What follows belongs to an exercise in optimizing a design on an open flow for small area, a short achievable clock period and few clock cycles; a production flow would make more cautious choices.
RTL that was checked went through simulation tests only; none was proved equivalent to the original.
Power and IR drop assume default switching activity.

== run 1 ==
Design lufft_rx, start of the top module:
module lufft_rx (
    input  wire        clk,
    input  wire        rst,
    input  wire        start,
    input  wire [2:0]  mode,
    input  wire [15:0] len,
    input  wire [7:0]  ecmd,
    input  wire [7:0]  ever,
    output wire        idle,
    input  wire        in_valid,
    input  wire [7:0]  in_data,
    output wire        in_ready,
    output wire        pay_valid,
    output wire [7:0]  pay_data,
    output reg         ent_valid,
    output wire [63:0] ent_value,
    output wire        ent_recog,
    output wire [1:0]  ent_kind,
    output reg         done,
    output reg  [7:0]  res_err,
    output wire [7:0]  res_len,
    output wire [63:0] res_value,
    output wire        res_recog,
    output wire [1:0]  res_kind
);
clock: 8.5 ns
lec_check: 0
cap_margin: 20
core_margin: 2
core_utilization: 60
setup_slack_margin: 5
slew_margin: 20
run.sh (not shown) runs the stock make flow with config.mk's settings and CLKGATE_MAP_FILE= SYNTH_SCRIPT=/design/flow/synth_recipe.tcl, a recipe that flattens the netlist after the stock synthesis.
No stage failed in run 1, and the final checks on the layout all came back clean.
Testbench counts of run 1, summed over its fixed seeds: cycles 15,909.
#### Input delta (run 2 over run 1)
diff --git a/flow/design.v b/flow/design.v
--- a/flow/design.v
+++ b/flow/design.v
@@ -86,13 +86,13 @@
     wire       d_7   = !remhi && (e == 10'd7);
     wire       d_big = !d_z && !d_sm && !d_7;    
     wire       rst_f = h6 && !d_z;       
     wire [8:0] f0pos = {1'b0, plen} + 9'd14;
     wire       f0in  = (hidx == 3'd7) && !remhi && (rem[8:0] == f0pos);
     wire       f0hit = pre && f0q;
-    wire       rp_on = rep && (dd == 3'd0);
+    wire       rp_on = rep && (hidx >= dd);
     wire [7:0] pb    = rep ? ((hidx == 3'd6) ? plen + 8'd2 : hb[7:0]) : iq;
     wire       fp    = (nv && (!pre || f0hit)) || rp_on;
     wire       pp    = fp && pwin;
     wire rem_ge3 = (|rem[15:2]) || (rem[1:0] == 2'd3);
     wire rem2    = (rem == 16'd2);
     wire rem4    = (rem == 16'd4);
@@ -120,19 +120,19 @@
             3'd0, 3'd1:       wp1 = 8'd2;
             3'd2, 3'd3:       wp1 = 8'd3;
             3'd4, 3'd5, 3'd6: wp1 = 8'd5;
             default:          wp1 = 8'd9;
         endcase
     end
-    wire tg    = pp && (ej == 4'd2) && ine;
+    wire tg    = pp && (ej == 4'd2) && (m1 || (m2 && ine));
     wire sbyte = pp && m2 && ebeg && (m_left != 8'd0);
-    wire eend  = pp && ine && (erem == 8'd1);
-    wire tagbad = known && (erem != wp1);
+    wire eend  = pp && m2 && ine && (erem == 8'd1);
+    wire tagbad = known && (m1 ? (plen != wp1 + 8'd2) : (erem != wp1));
     wire perr  = (sbyte && (pb < 8'd2)) || (tg && tagbad);
     wire       inv   = (ej >= 4'd3) && (ej <= 4'd10);
-    wire       vw    = pp && inv && ((ine && recog) ||
+    wire       vw    = pp && inv && (((m1 || (m2 && ine)) && recog) ||
                                      (m3 && ej == 4'd3) || (m4 && ej <= 4'd5));
     wire [2:0] vj    = ej[2:0] - 3'd3;
     wire       fill  = vw && sgn && pb[7];
     wire       vclr  = tg && !known;
     integer k;
     always @(posedge clk) begin
@@ -158,13 +158,13 @@
             if (mk == 9'd1 && iq != 8'h03) lerr <= 1'b1;
         end
         if (f0hit && nv) pre <= 1'b0;
         if (h6) begin
             plen <= iq - 8'd2;
             mk   <= {1'b0, iq} + 9'd2;
-            dd   <= e[2:0] - 3'd1;
+            dd   <= e[2:0];
             case (md)
                 3'd1:       pshort <= (iq < 8'd5);
                 3'd2, 3'd3: pshort <= (iq < 8'd4);
                 3'd4:       pshort <= (iq < 8'd6);
                 default:    pshort <= 1'b0;
             endcase
@@ -179,26 +179,24 @@
                 rdy  <= 1'b0;
                 hidx <= 3'd1;
             end
             if (!lerr6 && d_big) pre <= 1'b1;
         end
         if (rep) begin
-            if (dd != 3'd0) dd <= dd - 3'd1;
             hb   <= {iq, hb[39:8]};
             hidx <= hidx + 3'd1;
             if (hidx == 3'd6) begin
                 rep  <= 1'b0;
                 rdy  <= 1'b1;
                 hidx <= 3'd7;
             end
         end
         if (fp && fpos == 4'd9) begin
             pwin <= (plen != 8'd0);
             ej   <= (m3 || m4) ? 4'd2 : 4'd0;
-            ine  <= m1;
-            erem <= plen;
+            ine  <= 1'b0;
             ebeg <= 1'b0;
             sgn  <= 1'b0;
         end
         if (pp) begin
             if (rem4) pwin <= 1'b0;
             if (ej != 4'd15) ej <= ej + 4'd1;
@@ -209,18 +207,18 @@
             if (sbyte) begin
                 erem <= pb;
                 ej   <= 4'd1;
                 ine  <= 1'b1;
                 ebeg <= 1'b0;
             end
-            if (ine) erem <= erem - 8'd1;
+            if (m2 && ine) erem <= erem - 8'd1;
             if (eend) begin
                 ine       <= 1'b0;
-                ent_valid <= m2;
                 ebeg      <= 1'b1;
                 m_left    <= m_left - 8'd1;
+                ent_valid <= 1'b1;
             end
         end
         if (tg) begin
             recog <= known;
             kind  <= (pb == 8'h16) ? 2'd1 : (pb == 8'h17) ? 2'd2 : 2'd0;
             sgn   <= known && pb[0] && !(pb[2] && pb[1]);
### Flow results
The aggregate global-route resource usage of run 2 is lower than that of run 1.
Between run 1 and run 2, the share of the clock period used by the worst path does not differ in any meaningful way.
On run 2: count of clock-buffer cells in the layout is 9.4% lower than what run 1 gave.
Diff run 2..run 1 | hold slack | negligible
When run 2 is measured against run 1, its clock group share of total power turns out 3.9 points lower.
Compared run 1 against run 2; fmax within noise.
Going from run 1 to run 2, wire length shrank by about 1.3%, slew at the pin closest to its max-slew limit has increased, power went down 4.3%, reported sequential group power flat.
Summary of run 2 over run 1: final setup slack of the worst path went down by 0.0092 ns, amount of wire on met3 after detailed routing went up by about 8%, number of vias in the routed layout was more or less identical, part of the power in registers went up by 2.4 points.
Only the layout flow was run in run 2; the RTL was not checked for function there.

========
Another version of the RTL of lufft_rx (not shown whole).
Size in the first run: ~230 flip-flops, roughly 210 I/O pins.
Settings: LEC_CHECK=0, CAP_MARGIN=20, CORE_MARGIN=2, CORE_UTILIZATION=60, CTS_CLUSTER_DIAMETER=100, CTS_CLUSTER_SIZE=30, SETUP_SLACK_MARGIN=5, SLEW_MARGIN=20; clock period 8.5 ns.
standard.sh (not shown) runs the stock make flow with config.mk's settings and CLKGATE_MAP_FILE= SYNTH_SCRIPT=/design/flow/synth_recipe.tcl, a recipe that flattens the netlist after the stock synthesis.
==> flow/flow/run.sh <==
#!/bin/bash
set -euo pipefail
bash standard.sh BUFFER_PORTS_ARGS="-buffer_cell sky130_fd_sc_hd__buf_1" SETUP_SLACK_MARGIN=5.5 finish > standard.log 2>&1
Rerun with:
--- a/flow/design.v
+++ b/flow/design.v
@@ -5,17 +5,17 @@
     input  wire [2:0]  mode,
     input  wire [15:0] len,
     input  wire [7:0]  ecmd,
     input  wire [7:0]  ever,
     output wire        idle,
     input  wire        in_valid,
     input  wire [7:0]  in_data,
     output wire        in_ready,
-    output wire        pay_valid,
+    output reg         pay_valid,
     output wire [7:0]  pay_data,
     output reg         ent_valid,
     output wire [63:0] ent_value,
     output wire        ent_recog,
     output wire [1:0]  ent_kind,
     output reg         done,
     output reg  [7:0]  res_err,
     output wire [7:0]  res_len,
@@ -97,16 +97,18 @@
     wire [8:0] f0pos = {1'b0, plen} + 9'd14;
     wire       f0in  = (hidx == 3'd7) && !remhi && (rem[8:0] == f0pos);
     wire       f0hit = pre && f0q;
     wire [2:0] dd    = erem[2:0];      
     wire       rp_on = rep && (dd == 3'd0) && (hidx != 3'd7 || h7v);
     wire [7:0] pb    = rep ? ((hidx == 3'd6) ? plen + 8'd2 : hb[7:0]) : iq;
     wire       fp    = (nv && (!pre || f0hit)) || rp_on;
     wire       pp    = iv && pwin;
+    wire       f9    = fp && !hdone && (pos == 4'd9);
+    wire       pwin_d = acc ? 1'b0 : (pp && rem4) ? 1'b0 : f9 ? (plen != 8'd0) : pwin;
     wire       hb_sh = (nv && hidx != 3'd0 && hidx < 3'd6) || (rep && hidx != 3'd6);      
     wire rem4    = (rem == 16'd4);
     wire        crc_en = fp && (rem != 16'd0);
     wire [15:0] crc_s  = crc_step(crc, pb);
     wire        crc_ok = (nv && rem1) ? (crc[15:8] == 8'd0 && iq == crc[7:0])
                                       : (crc == 16'd0);
     reg        hbad;
     reg [2:0]  hcode;
@@ -192,27 +194,27 @@
         end
         if (rep) begin
             if (dd != 3'd0) erem <= erem - 8'd1;
             if (hidx == 3'd1) h7v <= iv;
             if (hidx == 3'd6) rdy <= 1'b1;
             if (hidx == 3'd7) rep <= 1'b0;
             else              hidx <= hidx + 3'd1;
         end
-        if (fp && !hdone && pos == 4'd9) begin
+        pwin      <= pwin_d;
+        pay_valid <= in_valid & act & rdy & pwin_d;
+        if (f9) begin
             hdone <= 1'b1;
-            pwin <= (plen != 8'd0);
             pos   <= (m3 || m4) ? 4'd2 : 4'd0;
             ine  <= m1;
             erem <= plen;
             ebeg <= 1'b0;
             sgn  <= 1'b0;
         end
         if (pp) begin
-            if (rem4) pwin <= 1'b0;
             if (pos != 4'd15) pos <= pos + 4'd1;
             if (m2 && !ine && !ebeg && pos == 4'd1) begin
                 m_left <= iq;
                 ebeg   <= 1'b1;
             end
             if (sbyte) begin
                 erem <= iq;
                 pos   <= 4'd1;
@@ -252,29 +254,27 @@
             lerr   <= (len < 16'd14);
             hidx   <= 3'd0;
             pos    <= 4'd0;
             hdone  <= 1'b0;
             pre    <= 1'b0;
             crc    <= 16'hFFFF;
             ecode  <= 3'd0;
             mk     <= 9'd0;
-            pwin   <= 1'b0;
         end
         if (done_d) idle_r <= 1'b1;
         if (rst) begin
             idle_r    <= 1'b1;
             rdy       <= 1'b1;
             rep       <= 1'b0;
                 done      <= 1'b0;
             ent_valid <= 1'b0;
             iv        <= 1'b0;
         end
     end
-    assign pay_valid = iv & pwin;
     assign pay_data  = iq;
     assign ent_value = val;
     assign ent_recog = recog;
     assign ent_kind  = kind;
     assign res_len   = plen;
     assign res_value = val;
     assign res_recog = recog;
     assign res_kind  = kind;
=> Area after synthesis is about the same. Non-clock buffer count went down by 6. Fmax is higher slightly. Hold slack hardly moves. Register-to-register slack is better by 0.05 ns. Global-route usage climbs by 0.26 points. Routed wire length grows slightly. Synthesized cell count shrinks by a few percent. Setup slack is better by 0.018 ns. First-iteration DRC count climbs by a few percent. Total power went up slightly. Cell count goes down by a few percent.
Function was not checked in any run of this note: the RTL went through the layout flow alone.

========
The RTL this note starts from:
==> flow/design.v <==
module lufft_rx (
    input  wire        clk,
    input  wire        rst,
    input  wire        start,
    input  wire [2:0]  mode,
    input  wire [15:0] len,
    input  wire [7:0]  ecmd,
    input  wire [7:0]  ever,
    output wire        idle,
    input  wire        in_valid,
    input  wire [7:0]  in_data,
    output wire        in_ready,
    output wire        pay_valid,
    output wire [7:0]  pay_data,
    output reg         ent_valid,
    output wire [63:0] ent_value,
    output wire        ent_recog,
    output wire [1:0]  ent_kind,
    output reg         done,
    output reg  [7:0]  res_err,
    output wire [7:0]  res_len,
    output wire [63:0] res_value,
    output wire        res_recog,
    output wire [1:0]  res_kind
);
    function [15:0] crc_step(input [15:0] c, input [7:0] b);
        integer i;
        reg [15:0] r;
        reg [7:0]  d;
        begin
            r = c;
            d = b;
            for (i = 0; i < 8; i = i + 1) begin
                if (r[0] ^ d[0]) r = (r >> 1) ^ 16'h8408;
                else             r = r >> 1;
                d = d >> 1;
            end
            crc_step = r;
        end
    endfunction
    reg        idle_r;        
    reg        rdy;           
    reg        first;         
    reg        rep;           
    reg [2:0]  md;
    reg [7:0]  x_cmd, x_ver;
    reg        lerr;
    reg [15:0] rem;           
    reg [7:0]  iq;            
    reg        iv;
    reg        f0q;           
    reg        c_lt2;         
    reg        c_neg;         
    reg        c_z;           
    reg        c_le7;         
    reg [2:0]  hidx;          
    reg [39:0] hb;            
    reg [2:0]  dd;            
    reg        pre;           
    reg [3:0]  pos;           
    reg        hdone;         
    reg [15:0] crc;
    reg [2:0]  ecode;         
    reg [7:0]  plen;          
    reg        pshort;        
    reg [8:0]  mk;            
    reg        pwin;          
    reg        ine, ebeg;     
    reg [7:0]  erem;          
    reg [7:0]  m_left;        
    reg        sgn;
    reg        recog;
    reg [1:0]  kind;
    reg [63:0] val;
    wire act  = ~idle_r;
    wire acc  = start & idle_r;
    wire xfer = in_valid & rdy & act;
    wire rem1 = (rem == 16'd1);
    wire ill  = md[2] & (md[1] | md[0]);
    wire nod  = (rem == 16'd0);        
    wire done_d = act & ((xfer & rem1) | (first & (ill | nod)));
    assign idle     = idle_r;
    assign in_ready = rdy;
    wire nv   = iv & act & ~rep;
    wire h6   = nv & (hidx == 3'd6);
    wire       remhi = |rem[15:9];
    wire [8:0] r6    = rem[8:0] - 9'd6;
    wire [8:0] r13   = rem[8:0] - 9'd13;
    wire [8:0] din9  = {1'b0, in_data};
    wire       s_neg = !remhi && (din9 > r6);
    wire       s_z   = !remhi && (din9 == r6);
    wire       s_le7 = !remhi && ((rem[8:0] < 9'd13) || (din9 >= r13));
    wire       lerr6 = c_lt2 || c_neg || lerr;    
    wire       d_z   = c_z;
    wire       d_sm  = c_le7 && !c_z;     
    wire       d_big = !c_le7;
    wire       rst_f = h6 && !d_z;       
    wire [8:0] f0pos = {1'b0, plen} + 9'd14;
    wire       f0in  = (hidx == 3'd7) && !remhi && (rem[8:0] == f0pos);
    wire       f0hit = pre && f0q;
    wire       rp_on = rep && (dd == 3'd0);
    wire [7:0] pb    = rep ? ((hidx == 3'd6) ? plen + 8'd2 : hb[7:0]) : iq;
    wire       fp    = (nv && (!pre || f0hit)) || rp_on;
    wire       pp    = iv && pwin;      
    wire rem4    = (rem == 16'd4);
    wire        crc_en = fp && (rem != 16'd0);
    wire [15:0] crc_s  = crc_step(crc, pb);
    wire        crc_ok = (nv && rem1) ? (crc[15:8] == 8'd0 && iq == crc[7:0])
                                      : (crc == 16'd0);
    reg        hbad;
    reg [2:0]  hcode;
    always @(*) begin
        hbad  = 1'b0;
        hcode = 3'd0;
        case ({hdone, pos})
            5'd0: begin hbad = (pb != 8'h01); hcode = 3'd2; end
            5'd1: begin hbad = (pb != 8'h10); hcode = 3'd3; end
            5'd7: begin hbad = (pb != 8'h02); hcode = 3'd4; end
            5'd8: begin hbad = (pb != x_cmd); hcode = 3'd5; end
            5'd9: begin hbad = (pb != x_ver); hcode = 3'd6; end
            default: ;
        endcase
    end
    wire m1 = (md == 3'd1), m2 = (md == 3'd2), m3 = (md == 3'd3), m4 = (md == 3'd4);
    wire known = (iq[7:3] == 5'b00010);
    reg [7:0] wp1;    
    always @(*) begin
        case (iq[2:0])
            3'd0, 3'd1:       wp1 = 8'd2;
            3'd2, 3'd3:       wp1 = 8'd3;
            3'd4, 3'd5, 3'd6: wp1 = 8'd5;
            default:          wp1 = 8'd9;
        endcase
    end
    wire tg    = pp && (pos == 4'd2) && ine;
    wire sbyte = pp && m2 && ebeg && (m_left != 8'd0);
    wire eend  = pp && ine && (erem == 8'd1);
    wire tagbad = known && (erem != wp1);
    wire perr  = (sbyte && (iq < 8'd2)) || (tg && tagbad);
    wire       inv   = (pos >= 4'd3) && (pos <= 4'd10);
    wire       vw    = pp && inv && ((ine && recog) ||
                                     (m3 && pos == 4'd3) || (m4 && pos <= 4'd5));
    wire [2:0] vj    = pos[2:0] - 3'd3;
    wire       fill  = vw && sgn && iq[7];
    wire       vclr  = tg && !known;
    integer k;
    always @(posedge clk) begin
        ent_valid <= 1'b0;
        done      <= done_d;
        first     <= 1'b0;
        if (rdy) begin
            iq  <= in_data;
            iv  <= in_valid & act;
        end
        f0q   <= f0in;
        c_lt2 <= (in_data < 8'd2);
        c_neg <= s_neg;
        c_z   <= s_z;
        c_le7 <= s_le7;
        if (xfer) rem <= rem - 16'd1;
        if (nv && hidx != 3'd7) hidx <= hidx + 3'd1;
        if (nv && hidx != 3'd0 && hidx < 3'd6) hb <= {iq, hb[39:8]};
        if (fp && !hdone) pos <= pos + 4'd1;
        if (crc_en) crc <= crc_s;
        if (fp && ecode == 3'd0 && hbad) ecode <= hcode;
        if (perr && ecode == 3'd0) ecode <= 3'd7;
        if (nv && mk != 9'd0) begin
            mk <= mk - 9'd1;
            if (mk == 9'd1 && iq != 8'h03) lerr <= 1'b1;
        end
        if (f0hit && nv) pre <= 1'b0;
        if (h6) begin
            plen <= iq - 8'd2;
            dd   <= rem[2:0] - iq[2:0] - 3'd6;      
            mk   <= {1'b0, iq} + 9'd2;
            case (md)
                3'd1:       pshort <= (iq < 8'd5);
                3'd2, 3'd3: pshort <= (iq < 8'd4);
                3'd4:       pshort <= (iq < 8'd6);
                default:    pshort <= 1'b0;
            endcase
            if (lerr6) lerr <= 1'b1;
            if (rst_f) begin
                pos   <= 4'd0;
                crc   <= 16'hFFFF;
                ecode <= 3'd0;
            end
            if (!lerr6 && d_sm) begin
                rep  <= 1'b1;
                rdy  <= 1'b0;
                hidx <= 3'd1;
            end
            if (!lerr6 && d_big) pre <= 1'b1;
        end
        if (rep) begin
            if (dd != 3'd0) dd <= dd - 3'd1;
            hb   <= {iq, hb[39:8]};
            hidx <= hidx + 3'd1;
            if (hidx == 3'd6) begin
                rep  <= 1'b0;
                rdy  <= 1'b1;
                hidx <= 3'd7;
            end
        end
        if (fp && !hdone && pos == 4'd9) begin
            hdone <= 1'b1;
            pwin <= (plen != 8'd0);
            pos   <= (m3 || m4) ? 4'd2 : 4'd0;
            ine  <= m1;
            erem <= plen;
            ebeg <= 1'b0;
            sgn  <= 1'b0;
        end
        if (pp) begin
            if (rem4) pwin <= 1'b0;
            if (pos != 4'd15) pos <= pos + 4'd1;
            if (m2 && !ine && !ebeg && pos == 4'd1) begin
                m_left <= iq;
                ebeg   <= 1'b1;
            end
            if (sbyte) begin
                erem <= iq;
                pos   <= 4'd1;
                ine  <= 1'b1;
                ebeg <= 1'b0;
            end
            if (ine) erem <= erem - 8'd1;
            if (eend) begin
                ine       <= 1'b0;
                ent_valid <= m2;
                ebeg      <= 1'b1;
                m_left    <= m_left - 8'd1;
            end
        end
        if (tg) begin
            recog <= known;
            kind  <= (iq == 8'h16) ? 2'd1 : (iq == 8'h17) ? 2'd2 : 2'd0;
            sgn   <= known && iq[0] && !(iq[2] && iq[1]);
        end
        for (k = 0; k < 8; k = k + 1) begin
            if (vclr || (vw && vj <= k))
                val[k*8 +: 8] <= (vw && vj == k) ? iq : {8{fill}};
        end
        if (ill)                    res_err <= 8'h30;
        else if (nod)               res_err <= 8'h01;
        else if (lerr)              res_err <= 8'h10;
        else if (!crc_ok)           res_err <= 8'h11;
        else if (ecode != 3'd0)     res_err <= {5'b00010, ecode};
        else if (pshort || (m2 && m_left != 8'd0)) res_err <= 8'h17;
        else                        res_err <= 8'h00;
        if (acc) begin
            idle_r <= 1'b0;
            first  <= 1'b1;
            md     <= mode;
            x_cmd  <= ecmd;
            x_ver  <= ever;
            rem    <= len;
            lerr   <= (len < 16'd14);
            hidx   <= 3'd0;
            pos    <= 4'd0;
            hdone  <= 1'b0;
            pre    <= 1'b0;
            crc    <= 16'hFFFF;
            ecode  <= 3'd0;
            mk     <= 9'd0;
            pwin   <= 1'b0;
        end
        if (done_d) idle_r <= 1'b1;
        if (rst) begin
            idle_r    <= 1'b1;
            rdy       <= 1'b1;
            rep       <= 1'b0;
            first     <= 1'b0;
            done      <= 1'b0;
            ent_valid <= 1'b0;
            iv        <= 1'b0;
        end
    end
    assign pay_valid = iv & pwin;
    assign pay_data  = iq;
    assign ent_value = val;
    assign ent_recog = recog;
    assign ent_kind  = kind;
    assign res_len   = plen;
    assign res_value = val;
    assign res_recog = recog;
    assign res_kind  = kind;
endmodule
Settings: LEC_CHECK=0, CAP_MARGIN=20, CORE_MARGIN=2, CORE_UTILIZATION=60, SETUP_SLACK_MARGIN=5, SLEW_MARGIN=20; clock period 8.5 ns.
==> flow/flow/run.sh <==
#!/bin/bash
set -euo pipefail
bash standard.sh BUFFER_PORTS_ARGS="-buffer_cell sky130_fd_sc_hd__buf_1" SETUP_SLACK_MARGIN=5.8 finish > standard.log 2>&1
Testbench counts at the start, summed over its fixed seeds: cycles 15,909.
Edit:
--- a/flow/design.v
+++ b/flow/design.v
@@ -52,7 +52,8 @@
     reg        c_lt2;         
     reg        c_neg;         
     reg        c_z;           
-    reg        c_le7;         
+    reg        c_le6;         
+    reg        c_7;           
     reg [2:0]  hidx;          
     reg [39:0] hb;            
     reg [2:0]  dd;            
@@ -84,16 +85,17 @@
     wire nv   = iv & act & ~rep;
     wire h6   = nv & (hidx == 3'd6);
     wire       remhi = |rem[15:9];
-    wire [8:0] r6    = rem[8:0] - 9'd6;
-    wire [8:0] r13   = rem[8:0] - 9'd13;
-    wire [8:0] din9  = {1'b0, in_data};
-    wire       s_neg = !remhi && (din9 > r6);
-    wire       s_z   = !remhi && (din9 == r6);
-    wire       s_le7 = !remhi && ((rem[8:0] < 9'd13) || (din9 >= r13));
+    wire [9:0] r6    = {1'b0, rem[8:0]} - 10'd6;
+    wire [9:0] sd    = r6 - {2'b0, in_data};
+    wire       s_neg = !remhi && sd[9];
+    wire       s_z   = !remhi && (sd == 10'd0);
+    wire       s_le6 = !remhi && (sd[9] || (sd[9:3] == 7'd0 && sd[2:0] != 3'd7));
+    wire       s_7   = !remhi && (sd == 10'd7);
     wire       lerr6 = c_lt2 || c_neg || lerr;    
     wire       d_z   = c_z;
-    wire       d_sm  = c_le7 && !c_z;     
-    wire       d_big = !c_le7;
+    wire       d_sm  = c_le6 && !c_z;
+    wire       d_7   = c_7;
+    wire       d_big = !c_le6 && !c_7;
     wire       rst_f = h6 && !d_z;       
     wire [8:0] f0pos = {1'b0, plen} + 9'd14;
     wire       f0in  = (hidx == 3'd7) && !remhi && (rem[8:0] == f0pos);
@@ -101,12 +103,11 @@
     wire       rp_on = rep && (dd == 3'd0);
     wire [7:0] pb    = rep ? ((hidx == 3'd6) ? plen + 8'd2 : hb[7:0]) : iq;
     wire       fp    = (nv && (!pre || f0hit)) || rp_on;
-    wire       pp    = iv && pwin;      
+    wire       pp    = fp && pwin;
     wire rem4    = (rem == 16'd4);
     wire        crc_en = fp && (rem != 16'd0);
     wire [15:0] crc_s  = crc_step(crc, pb);
-    wire        crc_ok = (nv && rem1) ? (crc[15:8] == 8'd0 && iq == crc[7:0])
-                                      : (crc == 16'd0);
+    wire        crc_ok = crc_en ? (crc_s == 16'd0) : (crc == 16'd0);
     reg        hbad;
     reg [2:0]  hcode;
     always @(*) begin
@@ -122,10 +123,10 @@
         endcase
     end
     wire m1 = (md == 3'd1), m2 = (md == 3'd2), m3 = (md == 3'd3), m4 = (md == 3'd4);
-    wire known = (iq[7:3] == 5'b00010);
+    wire known = (pb[7:3] == 5'b00010);
     reg [7:0] wp1;    
     always @(*) begin
-        case (iq[2:0])
+        case (pb[2:0])
             3'd0, 3'd1:       wp1 = 8'd2;
             3'd2, 3'd3:       wp1 = 8'd3;
             3'd4, 3'd5, 3'd6: wp1 = 8'd5;
@@ -136,12 +137,12 @@
     wire sbyte = pp && m2 && ebeg && (m_left != 8'd0);
     wire eend  = pp && ine && (erem == 8'd1);
     wire tagbad = known && (erem != wp1);
-    wire perr  = (sbyte && (iq < 8'd2)) || (tg && tagbad);
+    wire perr  = (sbyte && (pb < 8'd2)) || (tg && tagbad);
     wire       inv   = (pos >= 4'd3) && (pos <= 4'd10);
     wire       vw    = pp && inv && ((ine && recog) ||
                                      (m3 && pos == 4'd3) || (m4 && pos <= 4'd5));
     wire [2:0] vj    = pos[2:0] - 3'd3;
-    wire       fill  = vw && sgn && iq[7];
+    wire       fill  = vw && sgn && pb[7];
     wire       vclr  = tg && !known;
     integer k;
     always @(posedge clk) begin
@@ -151,12 +152,13 @@
         if (rdy) begin
             iq  <= in_data;
             iv  <= in_valid & act;
-        end
-        f0q   <= f0in;
-        c_lt2 <= (in_data < 8'd2);
-        c_neg <= s_neg;
-        c_z   <= s_z;
-        c_le7 <= s_le7;
+            f0q <= f0in;
+            c_lt2 <= (in_data < 8'd2);
+            c_neg <= s_neg;
+            c_z   <= s_z;
+            c_le6 <= s_le6;
+            c_7   <= s_7;
+        end
         if (xfer) rem <= rem - 16'd1;
         if (nv && hidx != 3'd7) hidx <= hidx + 3'd1;
         if (nv && hidx != 3'd0 && hidx < 3'd6) hb <= {iq, hb[39:8]};
@@ -215,11 +217,11 @@
             if (rem4) pwin <= 1'b0;
             if (pos != 4'd15) pos <= pos + 4'd1;
             if (m2 && !ine && !ebeg && pos == 4'd1) begin
-                m_left <= iq;
+                m_left <= pb;
                 ebeg   <= 1'b1;
             end
             if (sbyte) begin
-                erem <= iq;
+                erem <= pb;
                 pos   <= 4'd1;
                 ine  <= 1'b1;
                 ebeg <= 1'b0;
@@ -234,12 +236,12 @@
         end
         if (tg) begin
             recog <= known;
-            kind  <= (iq == 8'h16) ? 2'd1 : (iq == 8'h17) ? 2'd2 : 2'd0;
-            sgn   <= known && iq[0] && !(iq[2] && iq[1]);
+            kind  <= (pb == 8'h16) ? 2'd1 : (pb == 8'h17) ? 2'd2 : 2'd0;
+            sgn   <= known && pb[0] && !(pb[2] && pb[1]);
         end
         for (k = 0; k < 8; k = k + 1) begin
             if (vclr || (vw && vj <= k))
-                val[k*8 +: 8] <= (vw && vj == k) ? iq : {8{fill}};
+                val[k*8 +: 8] <= (vw && vj == k) ? pb : {8{fill}};
         end
         if (ill)                    res_err <= 8'h30;
         else if (nod)               res_err <= 8'h01;
Worst setup slack got worse by 0.65 ns.
Count of clock-buffer cells in the layout goes down by 2.
Critical path depth rose by 10.
Final cell count increases by 0.64%.
Routed wire length came out lower by 5.9%.
Power climbs by 1.4%.
Clock skew stays flat.
Combinational power shrinks by about 4%.
Die area drops by 0.78%.
Global-route usage goes down by 2.0 points.
Via count fell by 0.46%.
Synthesized area came out lower by 0.80%.
Only the layout flow was run in the second run of this note; the RTL was not checked for function there.

## static timing again, ports no longer ideal
The flow's constraints put no driver on any port. The routed layouts listed below were extracted and timed again, unchanged, in two steps. Step 1 (the two cells are an assumption about what drives the block):
set clk [get_ports {clk}]
set_driving_cell -lib_cell sky130_fd_sc_hd__clkbuf_16 $clk
set_driving_cell -lib_cell sky130_fd_sc_hd__buf_2 [delete_from_list [all_inputs] $clk]
Step 2 also shifts input and output timing later by t, the mid clock arrival at the registers, as if the neighbouring blocks saw the same clock. Three values: ideal ports, drivers, drivers and shift; two values: the first two.
| run | t, ns | slack for setup (ns) | worst register clock-pin slew, ns | worst slew at a driven data input, ns |
|---|---|---|---|---|
| run 1 | 0.581 | 5.031 / 4.985 / 4.846 | 0.07 / 0.07 | 0.05 |
| run 2 | 0.571 | 5.022 / 4.973 / 4.776 | 0.06 / 0.06 | 0.04 |
| the first run of note 2 | 0.533 | 5.528 / 5.474 / 5.186 | 0.12 / 0.12 | 0.07 |
| the second run of note 2 | 0.530 | 5.546 / 5.497 / 5.130 | 0.12 / 0.12 | 0.05 |
| the first run of note 3 | 0.581 | 5.578 / 5.530 / 5.323 | 0.07 / 0.07 | 0.04 |
| the second run of note 3 | 0.570 | 4.931 / 4.941 / 4.372 | 0.07 / 0.07 | 0.05 |
After both steps setup and hold are still met in every run listed. The setup slack of the second run of note 3, which loses most, moves by +0.010 ns with the drivers and by -0.559 ns with both steps.
